This design comes from an exercise in tuning for small area and a short achievable clock period on the open sky130 flow, not from production work. Only simulation tests tie the RTL to the original design; equivalence was not proved. Power and IR drop assume default switching activity.

### constraint.sdc
create_clock -name core_clock -period 15.0 [get_ports {clk}]
set_input_delay 3.0000 -clock core_clock [delete_from_list [all_inputs] [get_ports {clk}]]
set_output_delay 3.0000 -clock core_clock [all_outputs]
set_load 0.01 [all_outputs]
### config.mk
export PLATFORM = sky130hd
export DESIGN_NAME = freqres4
export DESIGN_NICKNAME = freqres4
export VERILOG_FILES = /design/flow/design.v
export SDC_FILE = /design/flow/constraint.sdc
export NUM_CORES = 4
export LEC_CHECK = 0
export ABC_AREA = 1
export CAP_MARGIN = 20
export CORE_MARGIN = 2
export CORE_UTILIZATION = 40
export CTS_BUF_LIST = sky130_fd_sc_hd__clkbuf_8
export CTS_CLUSTER_DIAMETER = 80
export CTS_CLUSTER_SIZE = 12
export SLEW_MARGIN = 20
### flow/run.sh
#!/bin/bash
# Layout flow: the standard ORFS flow (standard synthesis unchanged),
# with timing repair aimed below the clock period and free cell sizing.
#   SETUP_SLACK_MARGIN    repair_timing keeps working until setup slack
#                         reaches this margin (ns) instead of 0: CTS_MARGIN
#                         for the steps up to clock tree synthesis, then
#                         GRT_MARGIN for the repair after global routing
#   MATCH_CELL_FOOTPRINT  0 lets sizing swap cells of different footprints
#   BUFFER_PORTS_ARGS     port buffers as buf_2 instead of delay cells
# Each make run's full output goes to its own log in the work folder
# (flow_make_cts.log, flow_make_finish.log); ORFS keeps each step's log
# under orfs/logs/.
set -euo pipefail
CTS_MARGIN=7.5
GRT_MARGIN=6.5
COMMON=(MATCH_CELL_FOOTPRINT=0 "BUFFER_PORTS_ARGS=-buffer_cell sky130_fd_sc_hd__buf_2")
bash standard.sh "${COMMON[@]}" SETUP_SLACK_MARGIN=$CTS_MARGIN cts > flow_make_cts.log 2>&1
bash standard.sh "${COMMON[@]}" SETUP_SLACK_MARGIN=$GRT_MARGIN finish > flow_make_finish.log 2>&1
### standard.sh
#!/bin/bash
# synth_recipe.tcl (not shown) runs the flow's synth.tcl, then flattens the netlist and writes it again
# the make line also repeats each setting of config.mk as NAME=value (left out here)
make -C /OpenROAD-flow-scripts/flow DESIGN_CONFIG=/design/flow/config.mk WORK_HOME=/design/flow/orfs CLKGATE_MAP_FILE= SYNTH_SCRIPT=/design/flow/synth_recipe.tcl "${@:-finish}"
### design.v
module fr_tone_rom (
    input  wire [6:0]  note,
    output reg  [10:0] freq
);
    always @(*) begin
        case (note)
            7'd0: freq = 11'd44;
            7'd1: freq = 11'd157;
            7'd2: freq = 11'd263;
            7'd3: freq = 11'd363;
            7'd4: freq = 11'd457;
            7'd5: freq = 11'd547;
            7'd6: freq = 11'd631;
            7'd7: freq = 11'd711;
            7'd8: freq = 11'd786;
            7'd9: freq = 11'd856;
            7'd10: freq = 11'd923;
            7'd11: freq = 11'd986;
            7'd12: freq = 11'd1046;
            7'd13: freq = 11'd1102;
            7'd14: freq = 11'd1155;
            7'd15: freq = 11'd1205;
            7'd16: freq = 11'd1253;
            7'd17: freq = 11'd1297;
            7'd18: freq = 11'd1339;
            7'd19: freq = 11'd1379;
            7'd20: freq = 11'd1417;
            7'd21: freq = 11'd1452;
            7'd22: freq = 11'd1486;
            7'd23: freq = 11'd1517;
            7'd24: freq = 11'd1547;
            7'd25: freq = 11'd1575;
            7'd26: freq = 11'd1602;
            7'd27: freq = 11'd1627;
            7'd28: freq = 11'd1650;
            7'd29: freq = 11'd1673;
            7'd30: freq = 11'd1694;
            7'd31: freq = 11'd1714;
            7'd32: freq = 11'd1732;
            7'd33: freq = 11'd1750;
            7'd34: freq = 11'd1767;
            7'd35: freq = 11'd1783;
            7'd36: freq = 11'd1798;
            7'd37: freq = 11'd1812;
            7'd38: freq = 11'd1825;
            7'd39: freq = 11'd1837;
            7'd40: freq = 11'd1849;
            7'd41: freq = 11'd1860;
            7'd42: freq = 11'd1871;
            7'd43: freq = 11'd1881;
            7'd44: freq = 11'd1890;
            7'd45: freq = 11'd1899;
            7'd46: freq = 11'd1907;
            7'd47: freq = 11'd1915;
            7'd48: freq = 11'd1923;
            7'd49: freq = 11'd1930;
            7'd50: freq = 11'd1936;
            7'd51: freq = 11'd1943;
            7'd52: freq = 11'd1949;
            7'd53: freq = 11'd1954;
            7'd54: freq = 11'd1959;
            7'd55: freq = 11'd1964;
            7'd56: freq = 11'd1969;
            7'd57: freq = 11'd1974;
            7'd58: freq = 11'd1978;
            7'd59: freq = 11'd1982;
            7'd60: freq = 11'd1985;
            7'd61: freq = 11'd1989;
            7'd62: freq = 11'd1992;
            7'd63: freq = 11'd1995;
            7'd64: freq = 11'd1998;
            7'd65: freq = 11'd2001;
            7'd66: freq = 11'd2004;
            7'd67: freq = 11'd2006;
            7'd68: freq = 11'd2009;
            7'd69: freq = 11'd2011;
            7'd70: freq = 11'd2013;
            7'd71: freq = 11'd2015;
            7'd72: freq = 11'd1998;
            7'd73: freq = 11'd2001;
            7'd74: freq = 11'd2004;
            7'd75: freq = 11'd2006;
            7'd76: freq = 11'd2009;
            7'd77: freq = 11'd2011;
            7'd78: freq = 11'd2013;
            7'd79: freq = 11'd2015;
            7'd80: freq = 11'd1998;
            7'd81: freq = 11'd2001;
            7'd82: freq = 11'd2004;
            7'd83: freq = 11'd2006;
            7'd84: freq = 11'd2009;
            7'd85: freq = 11'd2011;
            7'd86: freq = 11'd2013;
            7'd87: freq = 11'd2015;
            7'd88: freq = 11'd1998;
            7'd89: freq = 11'd2001;
            7'd90: freq = 11'd2004;
            7'd91: freq = 11'd2006;
            7'd92: freq = 11'd2009;
            7'd93: freq = 11'd2011;
            7'd94: freq = 11'd2013;
            7'd95: freq = 11'd2015;
            7'd96: freq = 11'd1998;
            7'd97: freq = 11'd2001;
            7'd98: freq = 11'd2004;
            7'd99: freq = 11'd2006;
            7'd100: freq = 11'd2009;
            7'd101: freq = 11'd2011;
            7'd102: freq = 11'd2013;
            7'd103: freq = 11'd2015;
            7'd104: freq = 11'd1998;
            7'd105: freq = 11'd2001;
            7'd106: freq = 11'd2004;
            7'd107: freq = 11'd2006;
            7'd108: freq = 11'd2009;
            7'd109: freq = 11'd2011;
            7'd110: freq = 11'd2013;
            7'd111: freq = 11'd2015;
            7'd112: freq = 11'd1998;
            7'd113: freq = 11'd2001;
            7'd114: freq = 11'd2004;
            7'd115: freq = 11'd2006;
            7'd116: freq = 11'd2009;
            7'd117: freq = 11'd2011;
            7'd118: freq = 11'd2013;
            7'd119: freq = 11'd2015;
            7'd120: freq = 11'd1998;
            7'd121: freq = 11'd2001;
            7'd122: freq = 11'd2004;
            7'd123: freq = 11'd2006;
            7'd124: freq = 11'd2009;
            7'd125: freq = 11'd2011;
            7'd126: freq = 11'd2013;
            7'd127: freq = 11'd2015;
        endcase
    end
endmodule
module fr_noise_rom (
    input  wire [6:0] note,
    output reg  [7:0] ctrl
);
    always @(*) begin
        case (note)
            7'd0: ctrl = 8'hD7;
            7'd1: ctrl = 8'hD6;
            7'd2: ctrl = 8'hD5;
            7'd3: ctrl = 8'hD4;
            7'd4: ctrl = 8'hC7;
            7'd5: ctrl = 8'hC6;
            7'd6: ctrl = 8'hC5;
            7'd7: ctrl = 8'hC4;
            7'd8: ctrl = 8'hB7;
            7'd9: ctrl = 8'hB6;
            7'd10: ctrl = 8'hB5;
            7'd11: ctrl = 8'hB4;
            7'd12: ctrl = 8'hA7;
            7'd13: ctrl = 8'hA6;
            7'd14: ctrl = 8'hA5;
            7'd15: ctrl = 8'hA4;
            7'd16: ctrl = 8'h97;
            7'd17: ctrl = 8'h96;
            7'd18: ctrl = 8'h95;
            7'd19: ctrl = 8'h94;
            7'd20: ctrl = 8'h87;
            7'd21: ctrl = 8'h86;
            7'd22: ctrl = 8'h85;
            7'd23: ctrl = 8'h84;
            7'd24: ctrl = 8'h77;
            7'd25: ctrl = 8'h76;
            7'd26: ctrl = 8'h75;
            7'd27: ctrl = 8'h74;
            7'd28: ctrl = 8'h67;
            7'd29: ctrl = 8'h66;
            7'd30: ctrl = 8'h65;
            7'd31: ctrl = 8'h64;
            7'd32: ctrl = 8'h57;
            7'd33: ctrl = 8'h56;
            7'd34: ctrl = 8'h55;
            7'd35: ctrl = 8'h54;
            7'd36: ctrl = 8'h47;
            7'd37: ctrl = 8'h46;
            7'd38: ctrl = 8'h45;
            7'd39: ctrl = 8'h44;
            7'd40: ctrl = 8'h37;
            7'd41: ctrl = 8'h36;
            7'd42: ctrl = 8'h35;
            7'd43: ctrl = 8'h34;
            7'd44: ctrl = 8'h27;
            7'd45: ctrl = 8'h26;
            7'd46: ctrl = 8'h25;
            7'd47: ctrl = 8'h24;
            7'd48: ctrl = 8'h17;
            7'd49: ctrl = 8'h16;
            7'd50: ctrl = 8'h15;
            7'd51: ctrl = 8'h14;
            7'd52: ctrl = 8'h07;
            7'd53: ctrl = 8'h06;
            7'd54: ctrl = 8'h05;
            7'd55: ctrl = 8'h04;
            7'd56: ctrl = 8'h03;
            7'd57: ctrl = 8'h02;
            7'd58: ctrl = 8'h01;
            7'd59: ctrl = 8'h00;
            7'd60: ctrl = 8'h00;
            7'd61: ctrl = 8'h00;
            7'd62: ctrl = 8'h00;
            7'd63: ctrl = 8'h00;
            7'd64: ctrl = 8'h00;
            7'd65: ctrl = 8'h00;
            7'd66: ctrl = 8'h00;
            7'd67: ctrl = 8'h00;
            7'd68: ctrl = 8'h00;
            7'd69: ctrl = 8'h00;
            7'd70: ctrl = 8'h00;
            7'd71: ctrl = 8'h00;
            default: ctrl = 8'h00;
        endcase
    end
endmodule
module fr_channel #(
    parameter NOISE = 0
) (
    input  wire        clk,
    input  wire        we_note,
    input  wire [6:0]  wd_note,
    input  wire        we_cur,
    input  wire [10:0] wd_cur,
    input  wire        we_tv,
    input  wire        wd_tv,
    input  wire        we_dir,
    input  wire [1:0]  wd_dir,
    input  wire        we_spd,
    input  wire [7:0]  wd_spd,
    input  wire        we_tune,
    input  wire [7:0]  wd_tune,
    input  wire        we_arp,
    input  wire [7:0]  wd_arp,
    input  wire        we_aph,
    input  wire [1:0]  wd_aph,
    input  wire        we_vsx,
    input  wire [7:0]  wd_vsx,
    input  wire        we_vd,
    input  wire [7:0]  wd_vd,
    input  wire        we_vdm,
    input  wire        wd_vdm,
    input  wire        we_vv,
    input  wire [7:0]  wd_vv,
    input  wire        we_ip,
    input  wire [11:0] wd_ip,
    output wire [6:0]  note,
    output wire [10:0] cur,
    output wire        tv,
    output wire [1:0]  dir,
    output wire [7:0]  spd,
    output wire [7:0]  tune,
    output wire [7:0]  arp,
    output wire [1:0]  aph,
    output wire [7:0]  vsx,
    output wire [7:0]  vd,
    output wire        vdm,
    output wire [7:0]  vv,
    output wire [11:0] ip
);
    reg [6:0]  r_note;
    reg [7:0]  r_arp;
    reg [1:0]  r_aph;
    always @(posedge clk) begin
        if (we_note) r_note <= wd_note;
        if (we_arp)  r_arp  <= wd_arp;
        if (we_aph)  r_aph  <= wd_aph;
    end
    assign note = r_note;
    assign arp  = r_arp;
    assign aph  = r_aph;
    generate
        if (NOISE) begin : g_noise
            assign cur  = 11'd0;
            assign tv   = 1'b0;
            assign dir  = 2'd0;
            assign spd  = 8'd0;
            assign tune = 8'd0;
            assign vsx  = 8'd0;
            assign vd   = 8'd0;
            assign vdm  = 1'b0;
            assign vv   = 8'd0;
            assign ip   = 12'd0;
        end else begin : g_tone
            reg [10:0] r_cur;
            reg        r_tv;
            reg [1:0]  r_dir;
            reg [7:0]  r_spd;
            reg [7:0]  r_tune;
            reg [7:0]  r_vsx;
            reg [7:0]  r_vd;
            reg        r_vdm;
            reg [7:0]  r_vv;
            reg [11:0] r_ip;
            always @(posedge clk) begin
                if (we_cur)  r_cur  <= wd_cur;
                if (we_tv)   r_tv   <= wd_tv;
                if (we_dir)  r_dir  <= wd_dir;
                if (we_spd)  r_spd  <= wd_spd;
                if (we_tune) r_tune <= wd_tune;
                if (we_vsx)  r_vsx  <= wd_vsx;
                if (we_vd)   r_vd   <= wd_vd;
                if (we_vdm)  r_vdm  <= wd_vdm;
                if (we_vv)   r_vv   <= wd_vv;
                if (we_ip)   r_ip   <= wd_ip;
            end
            assign cur  = r_cur;
            assign tv   = r_tv;
            assign dir  = r_dir;
            assign spd  = r_spd;
            assign tune = r_tune;
            assign vsx  = r_vsx;
            assign vd   = r_vd;
            assign vdm  = r_vdm;
            assign vv   = r_vv;
            assign ip   = r_ip;
        end
    endgenerate
endmodule
module freqres4 (
    input  wire        clk,
    input  wire        rst,
    input  wire [2:0]  cmd_op,
    input  wire [1:0]  cmd_ch,
    input  wire [7:0]  cmd_arg0,
    input  wire [7:0]  cmd_arg1,
    input  wire [1:0]  cmd_flags,
    output reg         out_valid,
    output reg  [1:0]  out_ch,
    output wire [10:0] out_freq
);
    localparam OP_NOTE   = 3'd1;
    localparam OP_EFFECT = 3'd2;
    localparam OP_USEINS = 3'd3;
    localparam OP_STEP   = 3'd4;
    localparam DIR_UP    = 2'd1;   
    localparam DIR_DOWN  = 2'd2;   
    localparam DIR_PORTA = 2'd3;   
    wire is_note = (cmd_op == OP_NOTE);
    wire is_eff  = (cmd_op == OP_EFFECT);
    wire is_uses = (cmd_op == OP_USEINS);
    wire is_step = (cmd_op == OP_STEP);
    wire e_arp   = is_eff && (cmd_arg1 == 8'h08);
    wire e_slide = is_eff && (cmd_arg1 == 8'h09 || cmd_arg1 == 8'h0A || cmd_arg1 == 8'h0B);
    wire e_vib   = is_eff && (cmd_arg1 == 8'h0C);
    wire e_vdel  = is_eff && (cmd_arg1 == 8'h0D);
    wire e_tune  = is_eff && (cmd_arg1 == 8'h0E);
    wire [6:0]  c_note [0:3];
    wire [10:0] c_cur  [0:3];
    wire        c_tv   [0:3];
    wire [1:0]  c_dir  [0:3];
    wire [7:0]  c_spd  [0:3];
    wire [7:0]  c_tune [0:3];
    wire [7:0]  c_arp  [0:3];
    wire [1:0]  c_aph  [0:3];
    wire [7:0]  c_vsx  [0:3];
    wire [7:0]  c_vd   [0:3];
    wire        c_vdm  [0:3];
    wire [7:0]  c_vv   [0:3];
    wire [11:0] c_ip   [0:3];
    wire [3:0] sel = 4'b0001 << cmd_ch;
    wire        w_note, w_cur, w_tv, w_spd, w_tune, w_arp, w_aph;
    wire        w_vsx, w_vd, w_vdm, w_vv, w_ip, w_dir;
    wire [6:0]  d_note;
    wire [10:0] d_cur;
    wire [7:0]  d_spd, d_tune, d_arp, d_vsx, d_vd, d_vv;
    wire [1:0]  d_aph;
    wire        d_vdm;
    wire [11:0] d_ip;
    genvar c;
    generate
        for (c = 0; c < 4; c = c + 1) begin : g_ch
            wire s = sel[c] && !rst;
            fr_channel #(.NOISE(c == 3 ? 1 : 0)) u_ch (
                .clk(clk),
                .we_note(rst || (s && w_note)), .wd_note(d_note),
                .we_cur (rst || (s && w_cur)),  .wd_cur (d_cur),
                .we_tv  (rst || (s && w_tv)),   .wd_tv  (!rst),
                .we_dir (s && w_dir),           .wd_dir (cmd_arg1[1:0]),
                .we_spd (rst || (s && w_spd)),  .wd_spd (d_spd),
                .we_tune(rst || (s && w_tune)), .wd_tune(d_tune),
                .we_arp (rst || (s && w_arp)),  .wd_arp (d_arp),
                .we_aph (s && w_aph),           .wd_aph (d_aph),
                .we_vsx (rst || (s && w_vsx)),  .wd_vsx (d_vsx),
                .we_vd  (rst || (s && w_vd)),   .wd_vd  (d_vd),
                .we_vdm (rst || (s && w_vdm)),  .wd_vdm (d_vdm),
                .we_vv  (s && w_vv),            .wd_vv  (d_vv),
                .we_ip  (rst || (s && w_ip)),   .wd_ip  (d_ip),
                .note(c_note[c]), .cur(c_cur[c]), .tv(c_tv[c]), .dir(c_dir[c]),
                .spd(c_spd[c]), .tune(c_tune[c]), .arp(c_arp[c]), .aph(c_aph[c]),
                .vsx(c_vsx[c]), .vd(c_vd[c]), .vdm(c_vdm[c]), .vv(c_vv[c]),
                .ip(c_ip[c])
            );
        end
    endgenerate
    wire [1:0]  tch = cmd_ch[1] ? 2'd2 : {1'b0, cmd_ch[0]};
    wire [6:0]  note = c_note[cmd_ch];
    wire [7:0]  arp  = c_arp[cmd_ch];
    wire [1:0]  aph  = c_aph[cmd_ch];
    wire [10:0] cur  = c_cur[tch];
    wire        tv   = c_tv[tch];
    wire [1:0]  dir  = c_dir[tch];
    wire [7:0]  spd  = c_spd[tch];
    wire [7:0]  tune = c_tune[tch];
    wire [3:0]  vs   = c_vsx[tch][7:4];
    wire [3:0]  ve   = c_vsx[tch][3:0];
    wire [7:0]  vd   = c_vd[tch];
    wire        vdm  = c_vdm[tch];
    wire [7:0]  vv   = c_vv[tch];
    wire [3:0]  vt   = vv[3:0];    
    wire [1:0]  vp   = vv[5:4];
    wire [11:0] ip   = c_ip[tch];
    wire signed [12:0] pitch_sum = $signed({ip[11], ip}) + $signed({{5{cmd_arg1[7]}}, cmd_arg1});
    wire [11:0] pitch_clamped = (pitch_sum[12] != pitch_sum[11]) ? {pitch_sum[12], {11{~pitch_sum[12]}}}
                                                                 : pitch_sum[11:0];
    wire [11:0] ip_new = cmd_flags[1] ? pitch_clamped : ip;
    wire [10:0] tone_base;   
    fr_tone_rom u_rom_base (.note(is_note ? cmd_arg0[6:0] : note), .freq(tone_base));
    wire        porta  = (dir == DIR_PORTA);
    wire [10:0] target = tv ? tone_base : 11'd0;
    wire [11:0] g_up   = {1'b0, cur} + {4'd0, spd};
    wire [11:0] g_dn   = {1'b0, cur} - {4'd0, spd};
    wire        up_hit = porta ? (g_up > {1'b0, target}) : g_up[11];
    wire        dn_hit = g_dn[11] || (porta && g_dn[10:0] < target);
    wire [10:0] r_up   = up_hit ? (porta ? target : 11'd2047) : g_up[10:0];
    wire [10:0] r_dn   = dn_hit ? (porta ? target : 11'd0) : g_dn[10:0];
    wire        up     = (dir == DIR_UP) || (porta && cur < target);
    wire [10:0] cur_new = up ? r_up : r_dn;
    wire       arp_on = (arp != 8'd0);
    wire [3:0] eff_off = !arp_on      ? 4'd0 :
                         (aph == 2'd1) ? arp[7:4] :
                         (aph == 2'd2) ? arp[3:0] : 4'd0;
    wire [1:0] aph_new = !arp_on ? aph : (aph == 2'd2) ? 2'd0 : aph + 2'd1;
    wire [7:0] inst_arp = cmd_flags[0] ? cmd_arg0 : 8'd0;
    wire signed [9:0] note_sum = $signed({3'b000, note}) + $signed({6'b000000, eff_off})
                               + $signed({{2{inst_arp[7]}}, inst_arp});
    wire [6:0] note2 = note_sum[9]          ? 7'd0  :
                       (note_sum > 10'sd71) ? 7'd71 : note_sum[6:0];
    wire       vib_on  = (vs != 4'd0) && (ve != 4'd0);
    wire       vib_run = vib_on && !vdm;
    wire [3:0] vt_inc  = vt + 4'd1;
    wire       vt_wrap = (vt_inc >= vs);
    wire signed [5:0] vib = !vib_run     ? 6'sd0 :
                            (vp == 2'd1) ? $signed({2'b00, ve}) :
                            (vp == 2'd3) ? -$signed({2'b00, ve}) : 6'sd0;
    wire signed [8:0]  tune_vib = $signed(tune) + $signed({{3{vib[5]}}, vib});
    wire signed [12:0] q = $signed({{4{tune_vib[8]}}, tune_vib}) - $signed({2'b00, tone_base});
    wire [10:0] tone_n2;
    fr_tone_rom u_rom_arp (.note(note2), .freq(tone_n2));
    wire [7:0] noise_n2;
    fr_noise_rom u_noise (.note(note2), .ctrl(noise_n2));
    wire porta_play = (dir == DIR_PORTA) && (spd != 8'd0) && cmd_flags[0];
    assign w_note = is_note;
    assign d_note = rst ? 7'd0 : cmd_arg0[6:0];
    assign w_cur  = (is_note && !porta_play) || is_step;
    assign d_cur  = rst ? 11'd0 : is_note ? tone_base : cur_new;
    assign w_tv   = is_note;
    assign w_dir  = e_slide;
    assign w_spd  = e_slide;
    assign d_spd  = rst ? 8'd0 : cmd_arg0;
    assign w_tune = e_tune;
    assign d_tune = rst ? 8'h00 : cmd_arg0 ^ 8'h80;
    assign w_arp  = e_arp;
    assign d_arp  = rst ? 8'd0 : cmd_arg0;
    assign w_aph  = is_note || e_arp || is_step;
    assign d_aph  = is_step ? aph_new : 2'd0;
    assign w_vsx  = e_vib;
    assign d_vsx  = rst ? 8'd0 : cmd_arg0;
    assign w_vd   = e_vdel;
    assign d_vd   = rst ? 8'd0 : cmd_arg0;
    assign w_vdm  = is_note || (is_step && vib_on && vdm);
    assign d_vdm  = !rst && (is_note ? (vd != 8'd0) : (vv != 8'd1));
    assign w_vv   = is_note || (e_vib && !vdm) || (is_step && vib_on);
    assign d_vv   = is_note ? vd :
                    !is_step ? 8'd0 :
                    vdm      ? vv - 8'd1 :
                    {2'b00, vt_wrap ? vp + 2'd1 : vp, vt_wrap ? 4'd0 : vt_inc};
    assign w_ip   = is_uses || (is_step && cmd_flags[1]);
    assign d_ip   = (rst || is_uses) ? 12'd0 : ip_new;
    reg [10:0] t2_r;
    reg [10:0] cur_r;
    reg [11:0] ip_r;
    reg [12:0] q_r;
    always @(posedge clk) begin
        out_valid <= !rst && is_step;
        out_ch    <= cmd_ch;
        t2_r      <= (cmd_ch == 2'd3) ? {3'b000, noise_n2} : tone_n2;
        cur_r     <= cur_new;
        ip_r      <= ip_new;
        q_r       <= q;
    end
    wire signed [13:0] f_sum = $signed({3'b000, cur_r}) + $signed({{2{ip_r[11]}}, ip_r})
                             + $signed({q_r[12], q_r}) + $signed({3'b000, t2_r});
    wire [10:0] tone_out = f_sum[13] ? 11'd0 : (f_sum[12:11] != 2'b00) ? 11'd2047 : f_sum[10:0];
    assign out_freq = (out_ch == 2'd3) ? t2_r : tone_out;
endmodule
==> run summary, run 1 <==
status: timing/DRC/antenna clean
Worst Tran Pin Value: 983 ps
CP Class: input port to flip-flop
Initial Util: 0.403
Avg Cell Area, Syn: 9.05 µm²
full die area: 0.0508 mm²
H-tree depth: 1
CTS tree: yes
clk sinks: 319
hold slack: 760 ps
top cells by area, synth: edfxtp_1 (41%), ha_1 (8.2%), nand2_1 (8.0%), dfxtp_1 (5.1%), inv_1 (5.1%)
cell taking the most area after synthesis: edfxtp_1
CTS Buf Count: 31
# diodes: 0
CORE AREA: 0.0486 mm²
number of synthesized flops with an enable pin: 269
ys async rst share: 0
main flop type after synthesis: edfxtp_1
Yosys warning total: 5
most used cell, CP: nand2_1
sw frac: 0.436
final cycle utilization of the critical path: 0.512
area of the multi-input gates: 0.00934 mm²
largest net degree at the start of global routing: 63
grt ovf: 0
post-synthesis sequential area ratio: 0.463
Critical Path Start Type: input port
share of cells above drive strength 1: 0.107
crit path max fanout: 22
Post-CTS Hold Buffers: 0
Buffers on Ports: 38
Fin. Hold Viols: 0
worst slack, placed: 5460 ps
max cap viols: 0
Clock Power Share: 0.135
Synth top area share: 0.412
pwr/cell area: 177 mW/mm²
critical path's slowest cell: ha_1
count of cell types in the netlist: 62
GR Util All Layers: 0.215
Worst Path Buf+Inv: 9
maximum vdd drop: 0.121 mV
Die Y: 225 µm
FILL cells: 4,753
fmax: 130 MHz
clock tree buffer depth: 3
final max-slew violation count: 0
synthesized area: 0.0196 mm²
Reg area: 0.00908 mm²
peak per-stage delay on the critical path: 360 ps
syn nets: 2,358
Seq pwr share: 0.310
DP HPWL: 39,400 µm
placed cells: 2,781
first-pass GRT wire length: 84,700 µm
Routed Antenna Nets: 0
DRT iter0 DRCs: 1,419
cell internal pwr: 2.14 mW
final RePlAce weighted congestion: 0.935
Post-Synthesis Cells: 2,165
routed len/inst: 18.9 µm
RSZ-0062 raised after global routing: no
Leakage: 9.34 nW
DR pass1 iterations: 6
Vias: 15,400
Layout Skew: 43.3 ps
Psw: 1.65 mW
die width: 225 µm
data required time at the worst endpoint: 15,580 ps
non-filler instance count after layout: 2,857
root buffer cell: clkbuf_8
Final Total Pwr: 3.79 mW
worst setup margin: 7320 ps
NumNets Final: 2,404
endpoints failing setup: 0
final setup TNS: 0 ps
post-DR vias/cell: 5.39
Comb pwr share: 0.554
drt total wl: 54,100 µm
initial antenna violation count: 3
Std-Cell Rows: 81
Worst Setup End Kind: flip-flop
min Tclk post-route: 7680 ps
critical path's top delay family: compound AO/OA/AOI/OAI gates
CTS clk-pin slew, worst paths: 80 ps
worst rel slew slack: 0.344
vias in the first global route: 15,000
DR DRC count: 0
num ports: 39
Worst-Skew Late Latency: 650 ps
P&R area growth vs syn: 9.60%
worst path arrival time: 8270 ps
Yosys reg bits: 319
worst min path class: flip-flop to flip-flop
repair_timing:
action	in CTS	in global routing
setup buffers	16	0
setup endpoints to repair	117	0
resized for setup	64	0
worst paths after layout:
check,from,endpoint,slack [ps],cells after the start
setup / recovery,cmd_ch[1],t2_r[0],7320,38
hold / removal,g_ch[1].u_ch.g_tone.r_ip[11],ip_r[11],760,4
setup reg to reg,g_ch[1].u_ch.r_arp[2],t2_r[0],9770,34
hold reg to reg,g_ch[1].u_ch.g_tone.r_ip[11],ip_r[11],760,4
sequential cells by signal, summed over array words and instances (netlist names), 11 cells and up:
name,count
g_ch.u_ch.g_tone.r_ip,36
g_ch.u_ch.g_tone.r_cur,33
g_ch.u_ch.r_arp,32
g_ch.u_ch.r_note,28
g_ch.u_ch.g_tone.r_spd,24
g_ch.u_ch.g_tone.r_tune,24
g_ch.u_ch.g_tone.r_vd,24
g_ch.u_ch.g_tone.r_vsx,24
g_ch.u_ch.g_tone.r_vv,24
q_r,13
ip_r,12
cur_r,11
t2_r,11
cell usage in the layout, fill, tap and decap left out, types with 5 or more instances in the layout:
cell type    n
a21oi_1    112
a21oi_2      6
a221oi_1     8
a31oi_1      7
buf_12       5
buf_2       36
buf_4       43
clkbuf_8    32
dfxtp_1     50
edfxtp_1   269
fa_1        38
ha_1       126
inv_1      283
inv_2        7
nand2_1    410
nand2_2     10
nand2_4      6
nand3_1    129
nand3b_1     5
nand4_1     14
nor2_1     173
nor2_2       9
nor2_4       7
nor3_1      28
nor4_1      18
o211ai_1    16
o21a_1      14
o21ai_0    122
o21ai_1     26
o21ai_2      7
o21bai_1    19
o221a_2     10
o221ai_1     6
o22a_1      12
o22ai_1     28
or2_1        5
or2_2       27
xnor2_1     13
xor2_1      37
cell usage after synthesis (8+ instances only):
cell type	count
nand2_1	416
edfxtp_1	269
inv_1	265
nor2_1	185
o21ai_0	140
nand3_1	131
ha_1	128
a21oi_1	115
dfxtp_1	50
clkbuf_1	42
fa_1	40
xor2_1	38
nor3_1	30
o22ai_1	28
or2_2	27
o21bai_1	19
nor4_1	18
o211ai_1	16
nand4_1	14
o21a_1	14
buf_2	13
xnor2_1	13
o21ai_1	12
o22a_1	12
buf_1	11
o221a_2	10
inv_2	9
nand2_2	9
a221oi_1	8
a31oi_1	8
per-stage QoR:
step	cell area, µm²	util
after global placement	20500	0.422
after CTS	21500	0.441
after floorplan	19700	-
after detailed placement	20500	0.422
final	21500	0.441
after global routing	21500	0.441
power groups by stage:
stage / sequential (mW) / combinational (mW) / clock [mW]
after CTS: 1.18 / 2.09 / 0.528
after detailed placement: 1.20 / 2.00 / 0
after floorplan: 1.17 / 1.52 / 0
final: 1.18 / 2.10 / 0.513
after global routing: 1.19 / 2.41 / 0.563
after global placement: 1.20 / 1.99 / 0
logic make-up after synthesis:
family,Yosys count,share of synthesized area
AND/OR/NAND/NOR,854,0.188
buffers and inverters,350,0.0710
AO/OA/AOI/OAI,423,0.132
flip-flops,319,0.463
adder cells (fa/ha/maj),168,0.123
XOR/XNOR,51,0.0228
final cells by class:
| type | instances | area share |
|---|---|---|
| Multi-Input combinational cell | 1496 | 0.435 |
| Inverter | 275 | 0.0491 |
| Sequential cell | 319 | 0.423 |
| Timing Repair inverter | 2 | 0.000699 |
| Clock inverter | 25 | 0.00629 |
| Timing Repair Buffer | 86 | 0.0291 |
| Clock buffer | 32 | 0.0205 |
| Tap cell | 622 | 0.0362 |
worst reg2reg max path, delay by kind of cell (launching register included):
family / cells / cell delay (ps)
compound gates: 12 / 2170
simple gates: 12 / 1000
fa+ha+maj: 3 / 990
buf+inv: 6 / 450
flops: 1 / 390
xor+xnor: 1 / 160
metal layers:
layer | GRT usage | wire [µm] | share of wire | vias up
met4 | 0.0575 | 1230 | 0.023 | 0
met1 | 0.288 | 23700 | 0.44 | 7394
li1 | - | - | - | 7477
met2 | 0.368 | 26100 | 0.48 | 465
met3 | 0.0239 | 3020 | 0.056 | 74
met5 | 0 | 0 | 0 | -
==> run 2: changes to the inputs <==
--- a/design.v
+++ b/design.v
@@ -397,8 +397,20 @@
         end
     endgenerate
+    wire [6:0] c_nb   [0:3];
+    wire [1:0] c_aphn [0:3];
+    generate
+        for (c = 0; c < 4; c = c + 1) begin : g_arp
+            wire [7:0] a   = c_arp[c];
+            wire [1:0] ph  = c_aph[c];
+            wire       on  = (a != 8'd0);
+            wire [3:0] off = (ph == 2'd1) ? a[7:4] : (ph == 2'd2) ? a[3:0] : 4'd0;
+            assign c_nb[c]   = c_note[c] + {3'd0, off};
+            assign c_aphn[c] = !on ? ph : (ph == 2'd2) ? 2'd0 : ph + 2'd1;
+        end
+    endgenerate
     wire [1:0]  tch = cmd_ch[1] ? 2'd2 : {1'b0, cmd_ch[0]};
-    wire [6:0]  note = c_note[cmd_ch];
-    wire [7:0]  arp  = c_arp[cmd_ch];
-    wire [1:0]  aph  = c_aph[cmd_ch];
+    wire [6:0]  note    = c_note[cmd_ch];
+    wire [6:0]  nb      = c_nb[cmd_ch];
+    wire [1:0]  aph_new = c_aphn[cmd_ch];
     wire [10:0] cur  = c_cur[tch];
     wire        tv   = c_tv[tch];
@@ -430,12 +442,6 @@
     wire        up     = (dir == DIR_UP) || (porta && cur < target);
     wire [10:0] cur_new = up ? r_up : r_dn;
-    wire       arp_on = (arp != 8'd0);
-    wire [3:0] eff_off = !arp_on      ? 4'd0 :
-                         (aph == 2'd1) ? arp[7:4] :
-                         (aph == 2'd2) ? arp[3:0] : 4'd0;
-    wire [1:0] aph_new = !arp_on ? aph : (aph == 2'd2) ? 2'd0 : aph + 2'd1;
     wire [7:0] inst_arp = cmd_flags[0] ? cmd_arg0 : 8'd0;
-    wire signed [9:0] note_sum = $signed({3'b000, note}) + $signed({6'b000000, eff_off})
-                               + $signed({{2{inst_arp[7]}}, inst_arp});
+    wire signed [9:0] note_sum = $signed({3'b000, nb}) + $signed({{2{inst_arp[7]}}, inst_arp});
     wire [6:0] note2 = note_sum[9]          ? 7'd0  :
                        (note_sum > 10'sd71) ? 7'd71 : note_sum[6:0];
--- a/flow/run.sh
+++ b/flow/run.sh
@@ -12,5 +12,5 @@
 # under orfs/logs/.
 set -euo pipefail
-CTS_MARGIN=7.5
+CTS_MARGIN=7.75
 GRT_MARGIN=6.5
 COMMON=(MATCH_CELL_FOOTPRINT=0 "BUFFER_PORTS_ARGS=-buffer_cell sky130_fd_sc_hd__buf_2")
==> run 2 against run 1 <==
Die area is 3.5% higher. Combinational power is 11% higher. Sequential share of layout area is 1.5 points lower. Setup slack better by 340 ps. Flip-flop and latch count stayed put. Non-clock buffer count is 8 higher. Fmax is 4.6% higher. Clock skew is 19 ps higher. Critical endpoint is now q_r[12]. Largest power group unchanged.
==> run summary, run 2 <==
status: timing/DRC/antenna clean
main combinational cell family by area after synthesis: simple AND/OR/NAND/NOR gates
P&R area growth vs syn: 9.82%
H-tree depth: 2
worst reg-to-reg setup slack: 9330 ps
mux cell area share after synthesis: 0
vias in the first global route: 16,200
Layout Skew: 62.2 ps
Vias: 16,400
worst path arrival time: 7840 ps
most frequent cell after synthesis: nand2_1
DR DRC count: 0
Die Y: 229 µm
worst min path class: flip-flop to flip-flop
R2R cell count: 34
max FFs per register: 36
xor and xnor area share after synthesis: 0.0245
cell taking the most area after synthesis: edfxtp_1
fmax: 136 MHz
Avg Cell Area, Syn: 9.00 µm²
top cells by area, synth: edfxtp_1 (40%), ha_1 (8.4%), nand2_1 (7.5%), inv_1 (5.5%), dfxtp_1 (4.9%)
num ports: 39
min-delay src: g_ch[0].u_ch.g_tone.r_ip[11]
Worst Tran Pin Value: 1070 ps
full die area: 0.0525 mm²
launching point of the worst reg2reg path: g_ch[2].u_ch.r_aph[1]
pwr/cell area: 182 mW/mm²
max cap viols: 0
clk sinks: 319
Most flops, register: g_ch.u_ch.g_tone.r_ip
CTS Buf Count: 34
count of cell types in the netlist: 65
post-synthesis adder-cell area fraction: 0.127
Synth top area share: 0.398
Post-Synthesis Cells: 2,254
ys async rst share: 0
CORE AREA: 0.0501 mm²
RSZ-0062 raised after global routing: no
CP Class: input port to flip-flop
Routed Antenna Nets: 0
syn nets: 2,459
Yosys reg bits: 319
most frequent cells in the layout: nand2_1 (403), inv_1 (301), edfxtp_1 (269)
Leakage: 9.67 nW
number of synthesized flops with an enable pin: 269
WHS Path Cells: 4
Initial Util: 0.405
clock tree buffer depth: 3
GR Util All Layers: 0.225
WHS Endpoint: ip_r[11]
final max-slew violation count: 0
Worst-Skew Late Latency: 640 ps
Synth Area in Compound Gates: 0.134
NumNets Final: 2,521
R2R Path End: t2_r[4]
initial antenna violation count: 2
Fin. Hold Viols: 0
DP HPWL: 42,300 µm
maximum vdd drop: 0.158 mV
commonest non-fill, non-tap cell in the layout: nand2_1
post-DR vias/cell: 5.47
Final Total Pwr: 4.06 mW
CTS tree: yes
Critical Path Start Type: input port
Std-Cell Rows: 82
drt total wl: 59,700 µm
synthesized area: 0.0203 mm²
root buffer cell: clkbuf_8
commonest cells in the netlist: nand2_1 (407), inv_1 (297), edfxtp_1 (269)
final RePlAce weighted congestion: 0.940
peak per-stage delay on the critical path: 390 ps
data required time at the worst endpoint: 15,490 ps
main flop type after synthesis: edfxtp_1
DRT iter0 DRCs: 1,550
simple-gate area share of the yosys netlist: 0.192
Yosys warning total: 5
crit path max fanout: 59
post-synthesis sequential area ratio: 0.447
Worst Setup End Kind: flip-flop
CTS clk-pin slew, worst paths: 90 ps
biggest regs: g_ch.u_ch.g_tone.r_ip x36, g_ch.u_ch.g_tone.r_cur x33, g_ch.u_ch.r_arp x32
routed len/inst: 19.9 µm
die width: 229 µm
final core utilization: 0.445
Buffers on Ports: 38
worst slack, placed: 6000 ps
final cycle utilization of the critical path: 0.490
final setup TNS: 0 ps
most used cell, CP: nand2_1
critical path's slowest cell: buf_8
DR pass1 iterations: 7
share of cells above drive strength 1: 0.115
endpoints failing setup: 0
worst setup margin: 7650 ps
worst rel slew slack: 0.281
min Tclk post-route: 7350 ps
grt ovf: 0
first-pass GRT wire length: 91,700 µm
largest net degree at the start of global routing: 60
## run 2: changes by cell type after synthesis, sizes merged, moves of 9 or more
cell	previous run	this run
clkbuf	42	31
o21ai	156	137
ha	128	137
nand3	133	145
inv	274	308
nand4	14	23
o22ai	28	48
## run 2: what timing repair did
item | in CTS | in global routing
hold buffers | 0 | 0
endpoints found under the hold margin | 0 | 0
resized for setup | 64 | 0
buffers inserted | 18 | 0
endpoints found under the setup margin | 112 | 0
## run 2: layout make-up
cell class                      count  area [µm²]
Fill cell                        4920       27800
Multi-Input combinational cell   1556        9860
Sequential cell                   319        9080
Inverter                          311        1190
Tap cell                          672         841
Timing Repair Buffer               94         717
Clock buffer                       34         468
Clock inverter                     15         120
Antenna cell                        1        2.50
## run 2: layer usage
layer	GRT usage	share of wire	vias to the layer above
met4	0.0838	0.032	0
li1	-	-	7850
met1	0.295	0.44	7929
met5	0	0	-
met3	0.0279	0.053	104
met2	0.381	0.47	525
## run 2: worst max path at each step
stage,from,to,slack (ps)
global route,cmd_op[1],g_ch[1].u_ch.g_tone.r_cur[3],7260
floorplan,cmd_ch[0],g_ch[0].u_ch.g_tone.r_cur[10],7750
global placement,cmd_ch[1],q_r[12],6020
CTS,cmd_ch[1],q_r[12],7730
finish,cmd_ch[1],q_r[12],7650
detailed placement,cmd_ch[1],q_r[12],6000
## run 2: kinds of logic after synthesis
logic type      count (synthesis)
compound gates                430
fa+ha+maj                     180
xor+xnor                       56
flops                         319
buf+inv                       382
simple gates                  887
## run 2: worst max-delay path, delay by kind of cell
kind | cells | cell delay, ps
adder cells (fa/ha/maj) | 3 | 830
buffers and inverters | 7 | 960
AND/OR/NAND/NOR | 18 | 2310
AO/OA/AOI/OAI | 4 | 590
XOR/XNOR | 1 | 130
## run 2: report_power, final
part	leakage (nW)	total, mW	internal [mW]	switching, mW
logic	6.29	2.33	0.924	1.41
clock network	0.333	0.546	0.233	0.313
registers	3.04	1.19	1.11	0.0776
## run 2: per-stage QoR
| step | cell area [µm²] | hold WS, ps | instances |
|---|---|---|---|
| final | 22300 | 719 | 3002 |
| after global routing | 22300 | 811 | 3002 |
| after CTS | 22300 | 731 | 3000 |
| after detailed placement | 21300 | 720 | 2928 |
| after global placement | 21300 | 719 | 2928 |
| after floorplan | 20400 | 570 | 2254 |
==> run 3: changes to the inputs <==
--- a/design.v
+++ b/design.v
@@ -487,4 +487,5 @@
     assign w_ip   = is_uses || (is_step && cmd_flags[1]);
     assign d_ip   = (rst || is_uses) ? 12'd0 : ip_new;
+    wire       is_ch3 = (cmd_ch == 2'd3);
     reg [10:0] t2_r;
     reg [10:0] cur_r;
@@ -494,12 +495,12 @@
         out_valid <= !rst && is_step;
         out_ch    <= cmd_ch;
-        t2_r      <= (cmd_ch == 2'd3) ? {3'b000, noise_n2} : tone_n2;
-        cur_r     <= cur_new;
-        ip_r      <= ip_new;
-        q_r       <= q;
+        t2_r      <= is_ch3 ? {3'b000, noise_n2} : tone_n2;
+        cur_r     <= is_ch3 ? 11'd0 : cur_new;
+        ip_r      <= is_ch3 ? 12'd0 : ip_new;
+        q_r       <= is_ch3 ? 13'd0 : q;
     end
     wire signed [13:0] f_sum = $signed({3'b000, cur_r}) + $signed({{2{ip_r[11]}}, ip_r})
                              + $signed({q_r[12], q_r}) + $signed({3'b000, t2_r});
     wire [10:0] tone_out = f_sum[13] ? 11'd0 : (f_sum[12:11] != 2'b00) ? 11'd2047 : f_sum[10:0];
-    assign out_freq = (out_ch == 2'd3) ? t2_r : tone_out;
+    assign out_freq = tone_out;   
 endmodule
==> run 3 against run 2 <==
Still clean on timing, DRC and antenna. Register-to-register slack lost 590 ps. Via count rose by 0.14%. Critical path depth is 7 higher. Global-route usage grew 0.19 points. Synthesized cell count increased by 0.27%. Combinational power decreased by 6%. Fmax is 0.40% lower. Die area shrank 0.55%. Non-clock buffer count fell by 10. First-iteration DRC count decreased by 4.8%. Sequential power is essentially flat. Largest power group unchanged.
==> run summary, run 3 <==
Routed Antenna Nets: 0
final cycle utilization of the critical path: 0.492
min Tclk post-route: 7380 ps
RSZ-0062 raised after global routing: no
Std-Cell Rows: 82
max FFs per register: 36
H-tree depth: 1
DP HPWL: 41,400 µm
worst reg-to-reg setup slack: 8740 ps
max cap viols: 0
CTS clk-pin slew, worst paths: 80 ps
Post-Synthesis Cells: 2,260
Reg area: 0.00908 mm²
fmax: 136 MHz
NumNets Final: 2,512
syn nets: 2,465
Yosys warning total: 5
worst path arrival time: 7950 ps
Die Y: 229 µm
most frequent cell after synthesis: nand2_1
data required time at the worst endpoint: 15,570 ps
WHS Path Cells: 4
clk sinks: 319
post-synthesis sequential area ratio: 0.450
Synth top area share: 0.400
most used cell, CP: nand2_1
post-DR vias/cell: 5.47
biggest regs: g_ch.u_ch.g_tone.r_ip x36, g_ch.u_ch.g_tone.r_cur x33, g_ch.u_ch.r_arp x32
final setup TNS: 0 ps
num ports: 39
peak per-stage delay on the critical path: 350 ps
vias in the first global route: 16,200
Buffers on Ports: 38
critical path's slowest cell: fa_1
commonest cells in the netlist: nand2_1 (403), inv_1 (298), edfxtp_1 (269)
Worst Tran Pin Value: 1150 ps
Worst Setup End Kind: flip-flop
crit path max fanout: 11
final core utilization: 0.444
Initial Util: 0.404
full die area: 0.0523 mm²
clock tree buffer depth: 3
CP Class: input port to flip-flop
Critical Path Start Type: input port
DR pass1 iterations: 8
Most flops, register: g_ch.u_ch.g_tone.r_ip
most frequent cells in the layout: nand2_1 (400), inv_1 (317), edfxtp_1 (269)
initial antenna violation count: 0
Avg Cell Area, Syn: 8.93 µm²
GR Util All Layers: 0.227
endpoints failing setup: 0
final RePlAce weighted congestion: 0.937
ys async rst share: 0
commonest non-fill, non-tap cell in the layout: nand2_1
area of the multi-input gates: 0.00984 mm²
CORE AREA: 0.0500 mm²
worst min path class: flip-flop to flip-flop
pwr/cell area: 175 mW/mm²
final max-slew violation count: 0
DRT iter0 DRCs: 1,475
CTS tree: yes
Yosys reg bits: 319
Worst-Skew Late Latency: 660 ps
top cells by area, synth: edfxtp_1 (40%), ha_1 (8.5%), nand2_1 (7.5%), inv_1 (5.5%), dfxtp_1 (5.0%)
worst rel slew slack: 0.230
root buffer cell: clkbuf_8
Layout Skew: 35.5 ps
die width: 229 µm
status: timing/DRC/antenna clean
DR DRC count: 0
P&R area growth vs syn: 9.92%
synthesized area: 0.0202 mm²
Fin. Hold Viols: 0
CTS Buf Count: 31
share of cells above drive strength 1: 0.101
Leakage: 9.67 nW
first-pass GRT wire length: 93,000 µm
maximum vdd drop: 0.134 mV
routed len/inst: 19.9 µm
count of cell types in the netlist: 63
R2R cell count: 29
Vias: 16,400
drt total wl: 59,800 µm
cell taking the most area after synthesis: edfxtp_1
# diodes: 0
largest net degree at the start of global routing: 46
FILL cells: 4,852
main flop type after synthesis: edfxtp_1
number of synthesized flops with an enable pin: 269
grt ovf: 0
==> run 3: worst max-delay path: cells and delay by family <==
kind / cells / cell delay, ps
fa+ha+maj: 4 / 940
compound gates: 8 / 1060
buf+inv: 10 / 1000
simple gates: 18 / 1940
==> run 3: path summary, 6_finish.rpt <==
check / from / end
setup / recovery: cmd_ch[0] / q_r[12]
hold / removal: g_ch[1].u_ch.g_tone.r_ip[6] / ip_r[6]
setup reg to reg: g_ch[3].u_ch.r_aph[1] / t2_r[0]
hold reg to reg: g_ch[1].u_ch.g_tone.r_ip[6] / ip_r[6]
==> run 3: logic make-up after synthesis <==
group | Yosys count | synth area share
xor gates and xnor gates | 52 | 0.0226
AOI/OAI and AO/OA | 465 | 0.143
DFF | 319 | 0.450
adders and majority gates | 180 | 0.128
buffers and inverters | 385 | 0.0758
and+or+nand+nor | 859 | 0.181
==> run 3: routing by layer <==
metal / wire length (µm) / share of wire / global-route usage
met5: 0 / 0 / 0
met4: 1830 / 0.031 / 0.0731
met3: 3110 / 0.052 / 0.0273
met2: 28700 / 0.48 / 0.391
met1: 26100 / 0.44 / 0.297
==> run 3: timing repair <==
item                                    4_1_cts  5_1_grt
hold buffers                                  0        0
buffers inserted                             11        0
endpoints found under the setup margin      118        0
resized for setup                            72        0
hold endpoints to repair                      0        0
==> run 3: final cells by class <==
class	instances	area share
inverter	309	0.0540
sequential	319	0.410
tap	672	0.0379
clock buffer	31	0.0192
timing repair inverter	2	0.000790
clock inverter	27	0.00530
multi-input combinational	1560	0.444
timing repair buffer	84	0.0296
==> run 3: per-stage QoR <==
step / hold WS [ps] / setup WS, ps / std cells / power (mW) / instance area (µm²)
2_1_floorplan: 653 / 7680 / 2260 / 2.67 / 20400
4_1_cts: 841 / 7750 / 3004 / 3.87 / 22200
3_3_place_gp: 781 / 5750 / 2926 / 3.21 / 21200
3_5_place_dp: 799 / 5630 / 2926 / 3.23 / 21200
6_report: 840 / 7620 / 3004 / 3.87 / 22200
5_1_grt: 901 / 7120 / 3004 / 4.21 / 22200
==> run 3: where the power goes <==
| part | switching [mW] | total, mW | internal [mW] |
|---|---|---|---|
| logic | 1.36 | 2.20 | 0.843 |
| registers | 0.0691 | 1.17 | 1.10 |
| clock network | 0.304 | 0.499 | 0.194 |
| total | 1.73 | 3.87 | 2.14 |
==> run 4: changes to the inputs <==
--- a/flow/run.sh
+++ b/flow/run.sh
@@ -12,5 +12,5 @@
 # under orfs/logs/.
 set -euo pipefail
-CTS_MARGIN=7.75
+CTS_MARGIN=7.9
 GRT_MARGIN=6.5
 COMMON=(MATCH_CELL_FOOTPRINT=0 "BUFFER_PORTS_ARGS=-buffer_cell sky130_fd_sc_hd__buf_2")
==> run 4 against run 3 <==
Clock skew increased by 4.2 ps. Non-clock buffer count is 11 higher. Register-to-register slack better by 120 ps. Hold slack got worse by 66 ps. Via count fell by 0.38%. Synthesized cell count unchanged. Cell count up 0.27%. Combinational power increased by 6%. Critical path type unchanged. Largest power group unchanged.
==> run summary, run 4 <==
status: timing/DRC/antenna clean
Worst Setup End Kind: flip-flop
H-tree depth: 1
Seq pwr share: 0.292
grt ovf: 0
ys async rst share: 0
CORE AREA: 0.0500 mm²
largest net degree at the start of global routing: 46
Psw: 1.78 mW
Post-Synthesis Cells: 2,260
number of synthesized flops with an enable pin: 269
post-synthesis sequential area ratio: 0.450
P&R area growth vs syn: 10.9%
sw frac: 0.442
worst setup margin: 7510 ps
initial antenna violation count: 0
DR DRC count: 0
full die area: 0.0523 mm²
Avg Cell Area, Syn: 8.93 µm²
Post-CTS Hold Buffers: 0
Die Y: 229 µm
final max-slew violation count: 0
min Tclk post-route: 7490 ps
CTS clk-pin slew, worst paths: 80 ps
pwr/cell area: 180 mW/mm²
peak per-stage delay on the critical path: 350 ps
DRT iter0 DRCs: 1,411
crit path max fanout: 45
placed cells: 2,930
clock tree buffer depth: 3
Clock Power Share: 0.127
CP Class: input port to flip-flop
Layout Skew: 39.7 ps
share of cells above drive strength 1: 0.112
synthesized area: 0.0202 mm²
Buffers on Ports: 38
routed len/inst: 19.4 µm
biggest regs: g_ch.u_ch.g_tone.r_ip x36, g_ch.u_ch.g_tone.r_cur x33, g_ch.u_ch.r_arp x32
DP HPWL: 41,400 µm
commonest cells in the netlist: nand2_1 (403), inv_1 (298), edfxtp_1 (269)
most frequent cells in the layout: nand2_1 (394), inv_1 (317), edfxtp_1 (269)
Worst Tran Pin Value: 1080 ps
Routed Antenna Nets: 0
endpoints failing setup: 0
syn nets: 2,465
Synth top area share: 0.400
maximum vdd drop: 0.177 mV
final cycle utilization of the critical path: 0.499
Yosys warning total: 5
most frequent cell after synthesis: nand2_1
worst slack, placed: 5700 ps
num ports: 39
fmax: 134 MHz
CTS tree: yes
first-pass GRT wire length: 90,800 µm
Initial Util: 0.404
vias in the first global route: 16,200
Leakage: 9.74 nW
final setup TNS: 0 ps
Comb pwr share: 0.582
GR Util All Layers: 0.220
final RePlAce weighted congestion: 0.925
non-filler instance count after layout: 3,012
NumNets Final: 2,521
RSZ-0062 raised after global routing: no
data required time at the worst endpoint: 15,570 ps
worst path arrival time: 8050 ps
cell internal pwr: 2.25 mW
critical path's slowest cell: fa_1
Yosys reg bits: 319
count of cell types in the netlist: 63
cell taking the most area after synthesis: edfxtp_1
main flop type after synthesis: edfxtp_1
post-DR vias/cell: 5.43
CTS Buf Count: 31
critical path's top delay family: simple AND/OR/NAND/NOR gates
Worst Path Buf+Inv: 8
DR pass1 iterations: 6
root buffer cell: clkbuf_8
clk sinks: 319
drt total wl: 58,300 µm
Worst-Skew Late Latency: 650 ps
Most flops, register: g_ch.u_ch.g_tone.r_ip
worst min path class: flip-flop to flip-flop
max FFs per register: 36
Fin. Hold Viols: 0
top cells by area, synth: edfxtp_1 (40%), ha_1 (8.5%), nand2_1 (7.5%), inv_1 (5.5%), dfxtp_1 (5.0%)
# diodes: 0
worst reg-to-reg setup slack: 8860 ps
Final Total Pwr: 4.03 mW
commonest non-fill, non-tap cell in the layout: nand2_1
Vias: 16,400
worst rel slew slack: 0.278
most used cell, CP: nor2_1
die width: 229 µm
Std-Cell Rows: 82
max cap viols: 0
Critical Path Start Type: input port
run 4: cell counts after synthesis:
No cell type changed its count.
run 4: final timing paths:
path,to,cells after the start,start
worst max-delay path,q_r[12],36,cmd_ch[1]
worst min register to register,g_ch[0].u_ch.g_tone.r_vv[5],4,g_ch[1].u_ch.g_tone.r_vd[5]
worst min-delay path,g_ch[0].u_ch.g_tone.r_vv[5],4,g_ch[1].u_ch.g_tone.r_vd[5]
worst max register to register,t2_r[4],30,g_ch[3].u_ch.r_aph[1]
run 4: timing repair:
action / CTS / global route
buffers inserted: 17 / 0
setup endpoints to repair: 119 / 0
gates resized for setup: 95 / 0
run 4: cell families after synthesis:
kind of cell / after synthesis / share of synthesized area
adders and majority gates: 180 / 0.128
DFF: 319 / 0.450
and+or+nand+nor: 859 / 0.181
AOI/OAI and AO/OA: 465 / 0.143
xor gates and xnor gates: 52 / 0.0226
buffers and inverters: 385 / 0.0758
run 4: metrics by stage:
stage	area, µm²	utilization	hold slack, ps
3_5_place_dp	21200	0.424	752
5_1_grt	22400	0.448	845
2_1_floorplan	20400	-	653
4_1_cts	22400	0.448	776
3_3_place_gp	21200	0.424	754
6_report	22400	0.448	774
run 4: layout make-up:
class / count / area, µm²
Clock buffer: 31 / 427
Clock inverter: 26 / 134
Fill cell: 4879 / 27600
Inverter: 309 / 1180
Multi-Input combinational cell: 1560 / 9900
Sequential cell: 319 / 9080
Tap cell: 672 / 841
Timing Repair Buffer: 95 / 796
run 4: worst register-to-register path: cells and delay by family (launching register included):
| family | cells | cell delay (ps) |
|---|---|---|
| AND/OR/NAND/NOR | 11 | 1440 |
| adder cells (fa/ha/maj) | 3 | 1020 |
| flip-flops | 1 | 470 |
| XOR/XNOR | 1 | 360 |
| AO/OA/AOI/OAI | 10 | 2130 |
| buffers and inverters | 5 | 610 |
run 4: power groups by stage:
stage / clock, mW / sequential (mW) / combinational, mW
global route: 0.558 / 1.19 / 2.63
detailed placement: 0 / 1.20 / 2.02
floorplan: 0 / 1.16 / 1.50
global placement: 0 / 1.20 / 2.01
finish: 0.511 / 1.17 / 2.34
CTS: 0.527 / 1.18 / 2.31
run 4: routing by layer:
metal,vias to the layer above,wire [µm],share of wire,global-route usage
li1,7867,-,-,-
met1,7934,26100,0.45,0.292
met2,465,28000,0.48,0.380
met3,103,2520,0.043,0.0205
met4,0,1710,0.029,0.0703
met5,-,0,0,0
==> run 5: changes to the inputs <==
--- a/design.v
+++ b/design.v
@@ -226,4 +226,6 @@
     input  wire        we_cur,
     input  wire [10:0] wd_cur,
+    input  wire        we_tgt,
+    input  wire [10:0] wd_tgt,
     input  wire        we_tv,
     input  wire        wd_tv,
@@ -250,4 +252,5 @@
     output wire [6:0]  note,
     output wire [10:0] cur,
+    output wire [10:0] tgt,
     output wire        tv,
     output wire [1:0]  dir,
@@ -276,4 +279,5 @@
         if (NOISE) begin : g_noise
             assign cur  = 11'd0;
+            assign tgt  = 11'd0;
             assign tv   = 1'b0;
             assign dir  = 2'd0;
@@ -287,4 +291,5 @@
         end else begin : g_tone
             reg [10:0] r_cur;
+            reg [10:0] r_tgt;
             reg        r_tv;
             reg [1:0]  r_dir;
@@ -298,4 +303,5 @@
             always @(posedge clk) begin
                 if (we_cur)  r_cur  <= wd_cur;
+                if (we_tgt)  r_tgt  <= wd_tgt;
                 if (we_tv)   r_tv   <= wd_tv;
                 if (we_dir)  r_dir  <= wd_dir;
@@ -309,4 +315,5 @@
             end
             assign cur  = r_cur;
+            assign tgt  = r_tgt;
             assign tv   = r_tv;
             assign dir  = r_dir;
@@ -351,4 +358,5 @@
     wire [6:0]  c_note [0:3];
     wire [10:0] c_cur  [0:3];
+    wire [10:0] c_tgt  [0:3];
     wire        c_tv   [0:3];
     wire [1:0]  c_dir  [0:3];
@@ -366,5 +374,5 @@
     wire        w_vsx, w_vd, w_vdm, w_vv, w_ip, w_dir;
     wire [6:0]  d_note;
-    wire [10:0] d_cur;
+    wire [10:0] d_cur, d_tgt;
     wire [7:0]  d_spd, d_tune, d_arp, d_vsx, d_vd, d_vv;
     wire [1:0]  d_aph;
@@ -379,4 +387,5 @@
                 .we_note(rst || (s && w_note)), .wd_note(d_note),
                 .we_cur (rst || (s && w_cur)),  .wd_cur (d_cur),
+                .we_tgt (rst || (s && w_tv)),   .wd_tgt (d_tgt),
                 .we_tv  (rst || (s && w_tv)),   .wd_tv  (!rst),
                 .we_dir (s && w_dir),           .wd_dir (cmd_arg1[1:0]),
@@ -390,5 +399,5 @@
                 .we_vv  (s && w_vv),            .wd_vv  (d_vv),
                 .we_ip  (rst || (s && w_ip)),   .wd_ip  (d_ip),
-                .note(c_note[c]), .cur(c_cur[c]), .tv(c_tv[c]), .dir(c_dir[c]),
+                .note(c_note[c]), .cur(c_cur[c]), .tgt(c_tgt[c]), .tv(c_tv[c]), .dir(c_dir[c]),
                 .spd(c_spd[c]), .tune(c_tune[c]), .arp(c_arp[c]), .aph(c_aph[c]),
                 .vsx(c_vsx[c]), .vd(c_vd[c]), .vdm(c_vdm[c]), .vv(c_vv[c]),
@@ -414,4 +423,5 @@
     wire [1:0]  aph_new = c_aphn[cmd_ch];
     wire [10:0] cur  = c_cur[tch];
+    wire [10:0] tgt  = c_tgt[tch];
     wire        tv   = c_tv[tch];
     wire [1:0]  dir  = c_dir[tch];
@@ -430,8 +440,6 @@
                                                                  : pitch_sum[11:0];
     wire [11:0] ip_new = cmd_flags[1] ? pitch_clamped : ip;
-    wire [10:0] tone_base;   
-    fr_tone_rom u_rom_base (.note(is_note ? cmd_arg0[6:0] : note), .freq(tone_base));
     wire        porta  = (dir == DIR_PORTA);
-    wire [10:0] target = tv ? tone_base : 11'd0;
+    wire [10:0] target = tv ? tgt : 11'd0;
     wire [11:0] g_up   = {1'b0, cur} + {4'd0, spd};
     wire [11:0] g_dn   = {1'b0, cur} - {4'd0, spd};
@@ -454,7 +462,9 @@
                             (vp == 2'd3) ? -$signed({2'b00, ve}) : 6'sd0;
     wire signed [8:0]  tune_vib = $signed(tune) + $signed({{3{vib[5]}}, vib});
-    wire signed [12:0] q = $signed({{4{tune_vib[8]}}, tune_vib}) - $signed({2'b00, tone_base});
-    wire [10:0] tone_n2;
-    fr_tone_rom u_rom_arp (.note(note2), .freq(tone_n2));
+    wire signed [12:0] q = $signed({{4{tune_vib[8]}}, tune_vib}) - $signed({2'b00, tgt});
+    wire [10:0] tone_rd;
+    fr_tone_rom u_rom (.note(is_note ? cmd_arg0[6:0] : note2), .freq(tone_rd));
+    wire [10:0] tone_n2  = tone_rd;
+    wire [10:0] tone_arg = tone_rd;
     wire [7:0] noise_n2;
     fr_noise_rom u_noise (.note(note2), .ctrl(noise_n2));
@@ -463,5 +473,6 @@
     assign d_note = rst ? 7'd0 : cmd_arg0[6:0];
     assign w_cur  = (is_note && !porta_play) || is_step;
-    assign d_cur  = rst ? 11'd0 : is_note ? tone_base : cur_new;
+    assign d_cur  = rst ? 11'd0 : is_note ? tone_arg : cur_new;
+    assign d_tgt  = rst ? 11'd44 : tone_arg;   
     assign w_tv   = is_note;
     assign w_dir  = e_slide;
--- a/flow/run.sh
+++ b/flow/run.sh
@@ -12,5 +12,5 @@
 # under orfs/logs/.
 set -euo pipefail
-CTS_MARGIN=7.9
+CTS_MARGIN=7.75
 GRT_MARGIN=6.5
 COMMON=(MATCH_CELL_FOOTPRINT=0 "BUFFER_PORTS_ARGS=-buffer_cell sky130_fd_sc_hd__buf_2")
==> run 5 against run 4 <==
Global-route usage down 0.39 points. Flip-flop and latch count up 33. Critical path type unchanged. Sequential power is about 10% higher. Largest power group unchanged. Setup slack better by 96 ps. Sequential share of layout area up 4.3 points. Clock-buffer cell count up 5. Highest routed layer unchanged. Combinational power shrank 13%. Synthesized cell count shrank 3.9%. Critical path depth is 6 lower.
==> run summary, run 5 <==
status: timing/DRC/antenna clean
Yosys warning total: 5
peak per-stage delay on the critical path: 410 ps
critical path's slowest cell: nor2_1
final max-slew violation count: 0
root buffer cell: clkbuf_8
CTS clk-pin slew, worst paths: 90 ps
GR Util All Layers: 0.216
Placement Cell Area: 0.0215 mm²
commonest cells in the netlist: nand2_1 (363), edfxtp_1 (302), inv_1 (261)
die width: 231 µm
Worst Setup End Kind: flip-flop
Post-Synthesis Cells: 2,172
post-synthesis sequential area ratio: 0.490
max FFs per register: 36
NumNets Final: 2,422
syn nets: 2,372
synthesized area: 0.0206 mm²
Layout Skew: 60.3 ps
Worst-Skew Late Latency: 610 ps
P&R area growth vs syn: 9.06%
DP HPWL: 41,100 µm
Vias: 15,700
Yosys reg bits: 352
first-pass GRT wire length: 88,900 µm
Post-CTS Hold Buffers: 0
most used cell, CP: nand2_1
commonest non-fill, non-tap cell in the layout: nand2_1
final core utilization: 0.439
endpoints failing setup: 0
grt ovf: 0
data required time at the worst endpoint: 15,390 ps
DR DRC count: 0
CTS Buf Count: 36
final RePlAce weighted congestion: 1.02
H-tree depth: 2
most frequent cells in the layout: nand2_1 (361), edfxtp_1 (302), inv_1 (280)
Leakage: 9.62 nW
RSZ-0062 raised after global routing: no
hold slack: 769 ps
Final Total Pwr: 3.89 mW
Worst Tran Pin Value: 954 ps
worst min path class: flip-flop to flip-flop
design area: 0.0224 mm²
DR pass1 iterations: 6
cell taking the most area after synthesis: edfxtp_1
number of synthesized flops with an enable pin: 302
Die Y: 231 µm
ys async rst share: 0
Synth top area share: 0.441
top cells by area, synth: edfxtp_1 (44%), ha_1 (8.1%), nand2_1 (6.6%), dfxtp_1 (4.9%), inv_1 (4.8%)
initial antenna violation count: 2
drt total wl: 56,900 µm
critical path's top delay family: simple AND/OR/NAND/NOR gates
CP Class: input port to flip-flop
Fin. Hold Viols: 0
post-DR vias/cell: 5.36
worst reg-to-reg setup slack: 9050 ps
crit path max fanout: 48
Most flops, register: g_ch.u_ch.g_tone.r_ip
Critical Path Start Type: input port
count of cell types in the netlist: 67
min Tclk post-route: 7390 ps
main flop type after synthesis: edfxtp_1
max cap viols: 0
clk sinks: 352
Avg Cell Area, Syn: 9.46 µm²
Routed Antenna Nets: 0
pwr/cell area: 173 mW/mm²
Buffers on Ports: 38
worst rel slew slack: 0.357
Std-Cell Rows: 83
share of cells above drive strength 1: 0.106
biggest regs: g_ch.u_ch.g_tone.r_ip x36, g_ch.u_ch.g_tone.r_cur x33, g_ch.u_ch.g_tone.r_tgt x33
clock tree buffer depth: 3
fmax: 135 MHz
maximum vdd drop: 0.139 mV
Initial Util: 0.402
CTS tree: yes
num ports: 39
DRT iter0 DRCs: 1,365
Worst Path Buf+Inv: 7
routed len/inst: 19.4 µm
FILL cells: 4,967
final setup TNS: 0 ps
vias in the first global route: 15,500
CORE AREA: 0.0511 mm²
most frequent cell after synthesis: nand2_1
full die area: 0.0532 mm²
final cycle utilization of the critical path: 0.493
worst path arrival time: 7780 ps
largest net degree at the start of global routing: 49
run 5: final cells by class:
class / instances / area [µm²] / share of cell area
diodes: 1 / 2.50 / 0.000112
clock buffers: 36 / 495 / 0.0221
clock inverters: 29 / 128 / 0.00569
inverters: 283 / 1080 / 0.0484
multi-input cells: 1471 / 9230 / 0.412
flip-flops and latches: 352 / 10100 / 0.449
well taps: 680 / 851 / 0.0380
repair buffers: 78 / 559 / 0.0250
run 5: timing repair:
item | 4_1_cts | 5_1_grt
setup buffers | 8 | 0
resized for setup | 42 | 0
endpoints found under the setup margin | 103 | 0
run 5: worst paths after layout:
| path | cells past startpoint | end | start |
|---|---|---|---|
| hold / removal | 2 | g_ch[1].u_ch.g_tone.r_vv[0] | g_ch[0].u_ch.g_tone.r_vd[0] |
| hold reg to reg | 2 | g_ch[1].u_ch.g_tone.r_vv[0] | g_ch[0].u_ch.g_tone.r_vd[0] |
| setup / recovery | 30 | g_ch[1].u_ch.g_tone.r_cur[0] | cmd_ch[0] |
| setup reg to reg | 33 | g_ch[1].u_ch.g_tone.r_cur[6] | g_ch[1].u_ch.r_aph[0] |
run 5: through the flow:
| step | cells | setup WS [ps] |
|---|---|---|
| after floorplan | 2172 | 7760 |
| after global placement | 2853 | 6130 |
| after detailed placement | 2854 | 6000 |
| after CTS | 2929 | 7760 |
| after global routing | 2930 | 7180 |
| final | 2930 | 7610 |
run 5: tightest hold or removal path: cells and delay by family, from the launching register on:
| family | cells | cell delay (ps) |
|---|---|---|
| DFF | 1 | 320 |
| AOI/OAI and AO/OA | 2 | 290 |
run 5: routing by layer:
metal / vias to the layer above / global-route usage / wire length [µm]
met1: 7584 / 0.300 / 25300
li1: 7557 / - / -
met4: 0 / 0.0625 / 1410
met5: - / 0 / 0
met2: 496 / 0.356 / 26500
met3: 69 / 0.0256 / 3630
run 5: cell families after synthesis:
logic type / synth area share
and+or+nand+nor: 0.174
AOI/OAI and AO/OA: 0.127
DFF: 0.490
buffers and inverters: 0.0681
adders and majority gates: 0.122
xor gates and xnor gates: 0.0192
muxes: 0.000487
run 5: power by group:
group	switching, mW	total [mW]	internal [mW]
clock network	0.332	0.560	0.228
registers	0.0669	1.29	1.23
logic	1.27	2.03	0.764
total	1.67	3.89	2.22

port drivers added, routing unchanged:
No port has a modelled driver above. Below, the same layouts with a new extraction and two added sets of constraints.
Step 1 (the two cells are an assumption about what drives the block):
set clk [get_ports {clk}]
set_driving_cell -lib_cell sky130_fd_sc_hd__clkbuf_16 $clk
set_driving_cell -lib_cell sky130_fd_sc_hd__buf_2 [delete_from_list [all_inputs] $clk]
Step 2, shift: input delay + t, output delay - t, t = (earliest + latest rising clock arrival at the registers) / 2. This alone moves slack from input paths to output paths.
Three values: ideal, step 1, step 2; two values: the first two.
run | t (ns) | setup WS [ns] | worst hold slack (ns) | slew at the worst register clock pin (ns) | cell pins on the clock port's net
run 1 | 0.674 | 7.315 / 7.315 / 6.640 | 0.760 / 0.760 / 0.760 | 0.09 / 0.09 | 1
run 2 | 0.657 | 7.653 / 7.683 / 7.026 | 0.719 / 0.719 / 0.719 | 0.09 / 0.09 | 1
run 3 | 0.687 | 7.623 / 7.629 / 6.942 | 0.840 / 0.840 / 0.840 | 0.09 / 0.09 | 1
run 4 | 0.684 | 7.513 / 7.528 / 6.844 | 0.774 / 0.774 / 0.774 | 0.10 / 0.10 | 1
run 5 | 0.631 | 7.609 / 7.639 / 7.008 | 0.769 / 0.769 / 0.769 | 0.09 / 0.09 | 1
After both steps every run listed still meets setup and hold. The setup slack of run 3, which loses most, moves by +0.006 ns with the drivers and by -0.681 ns with both steps.
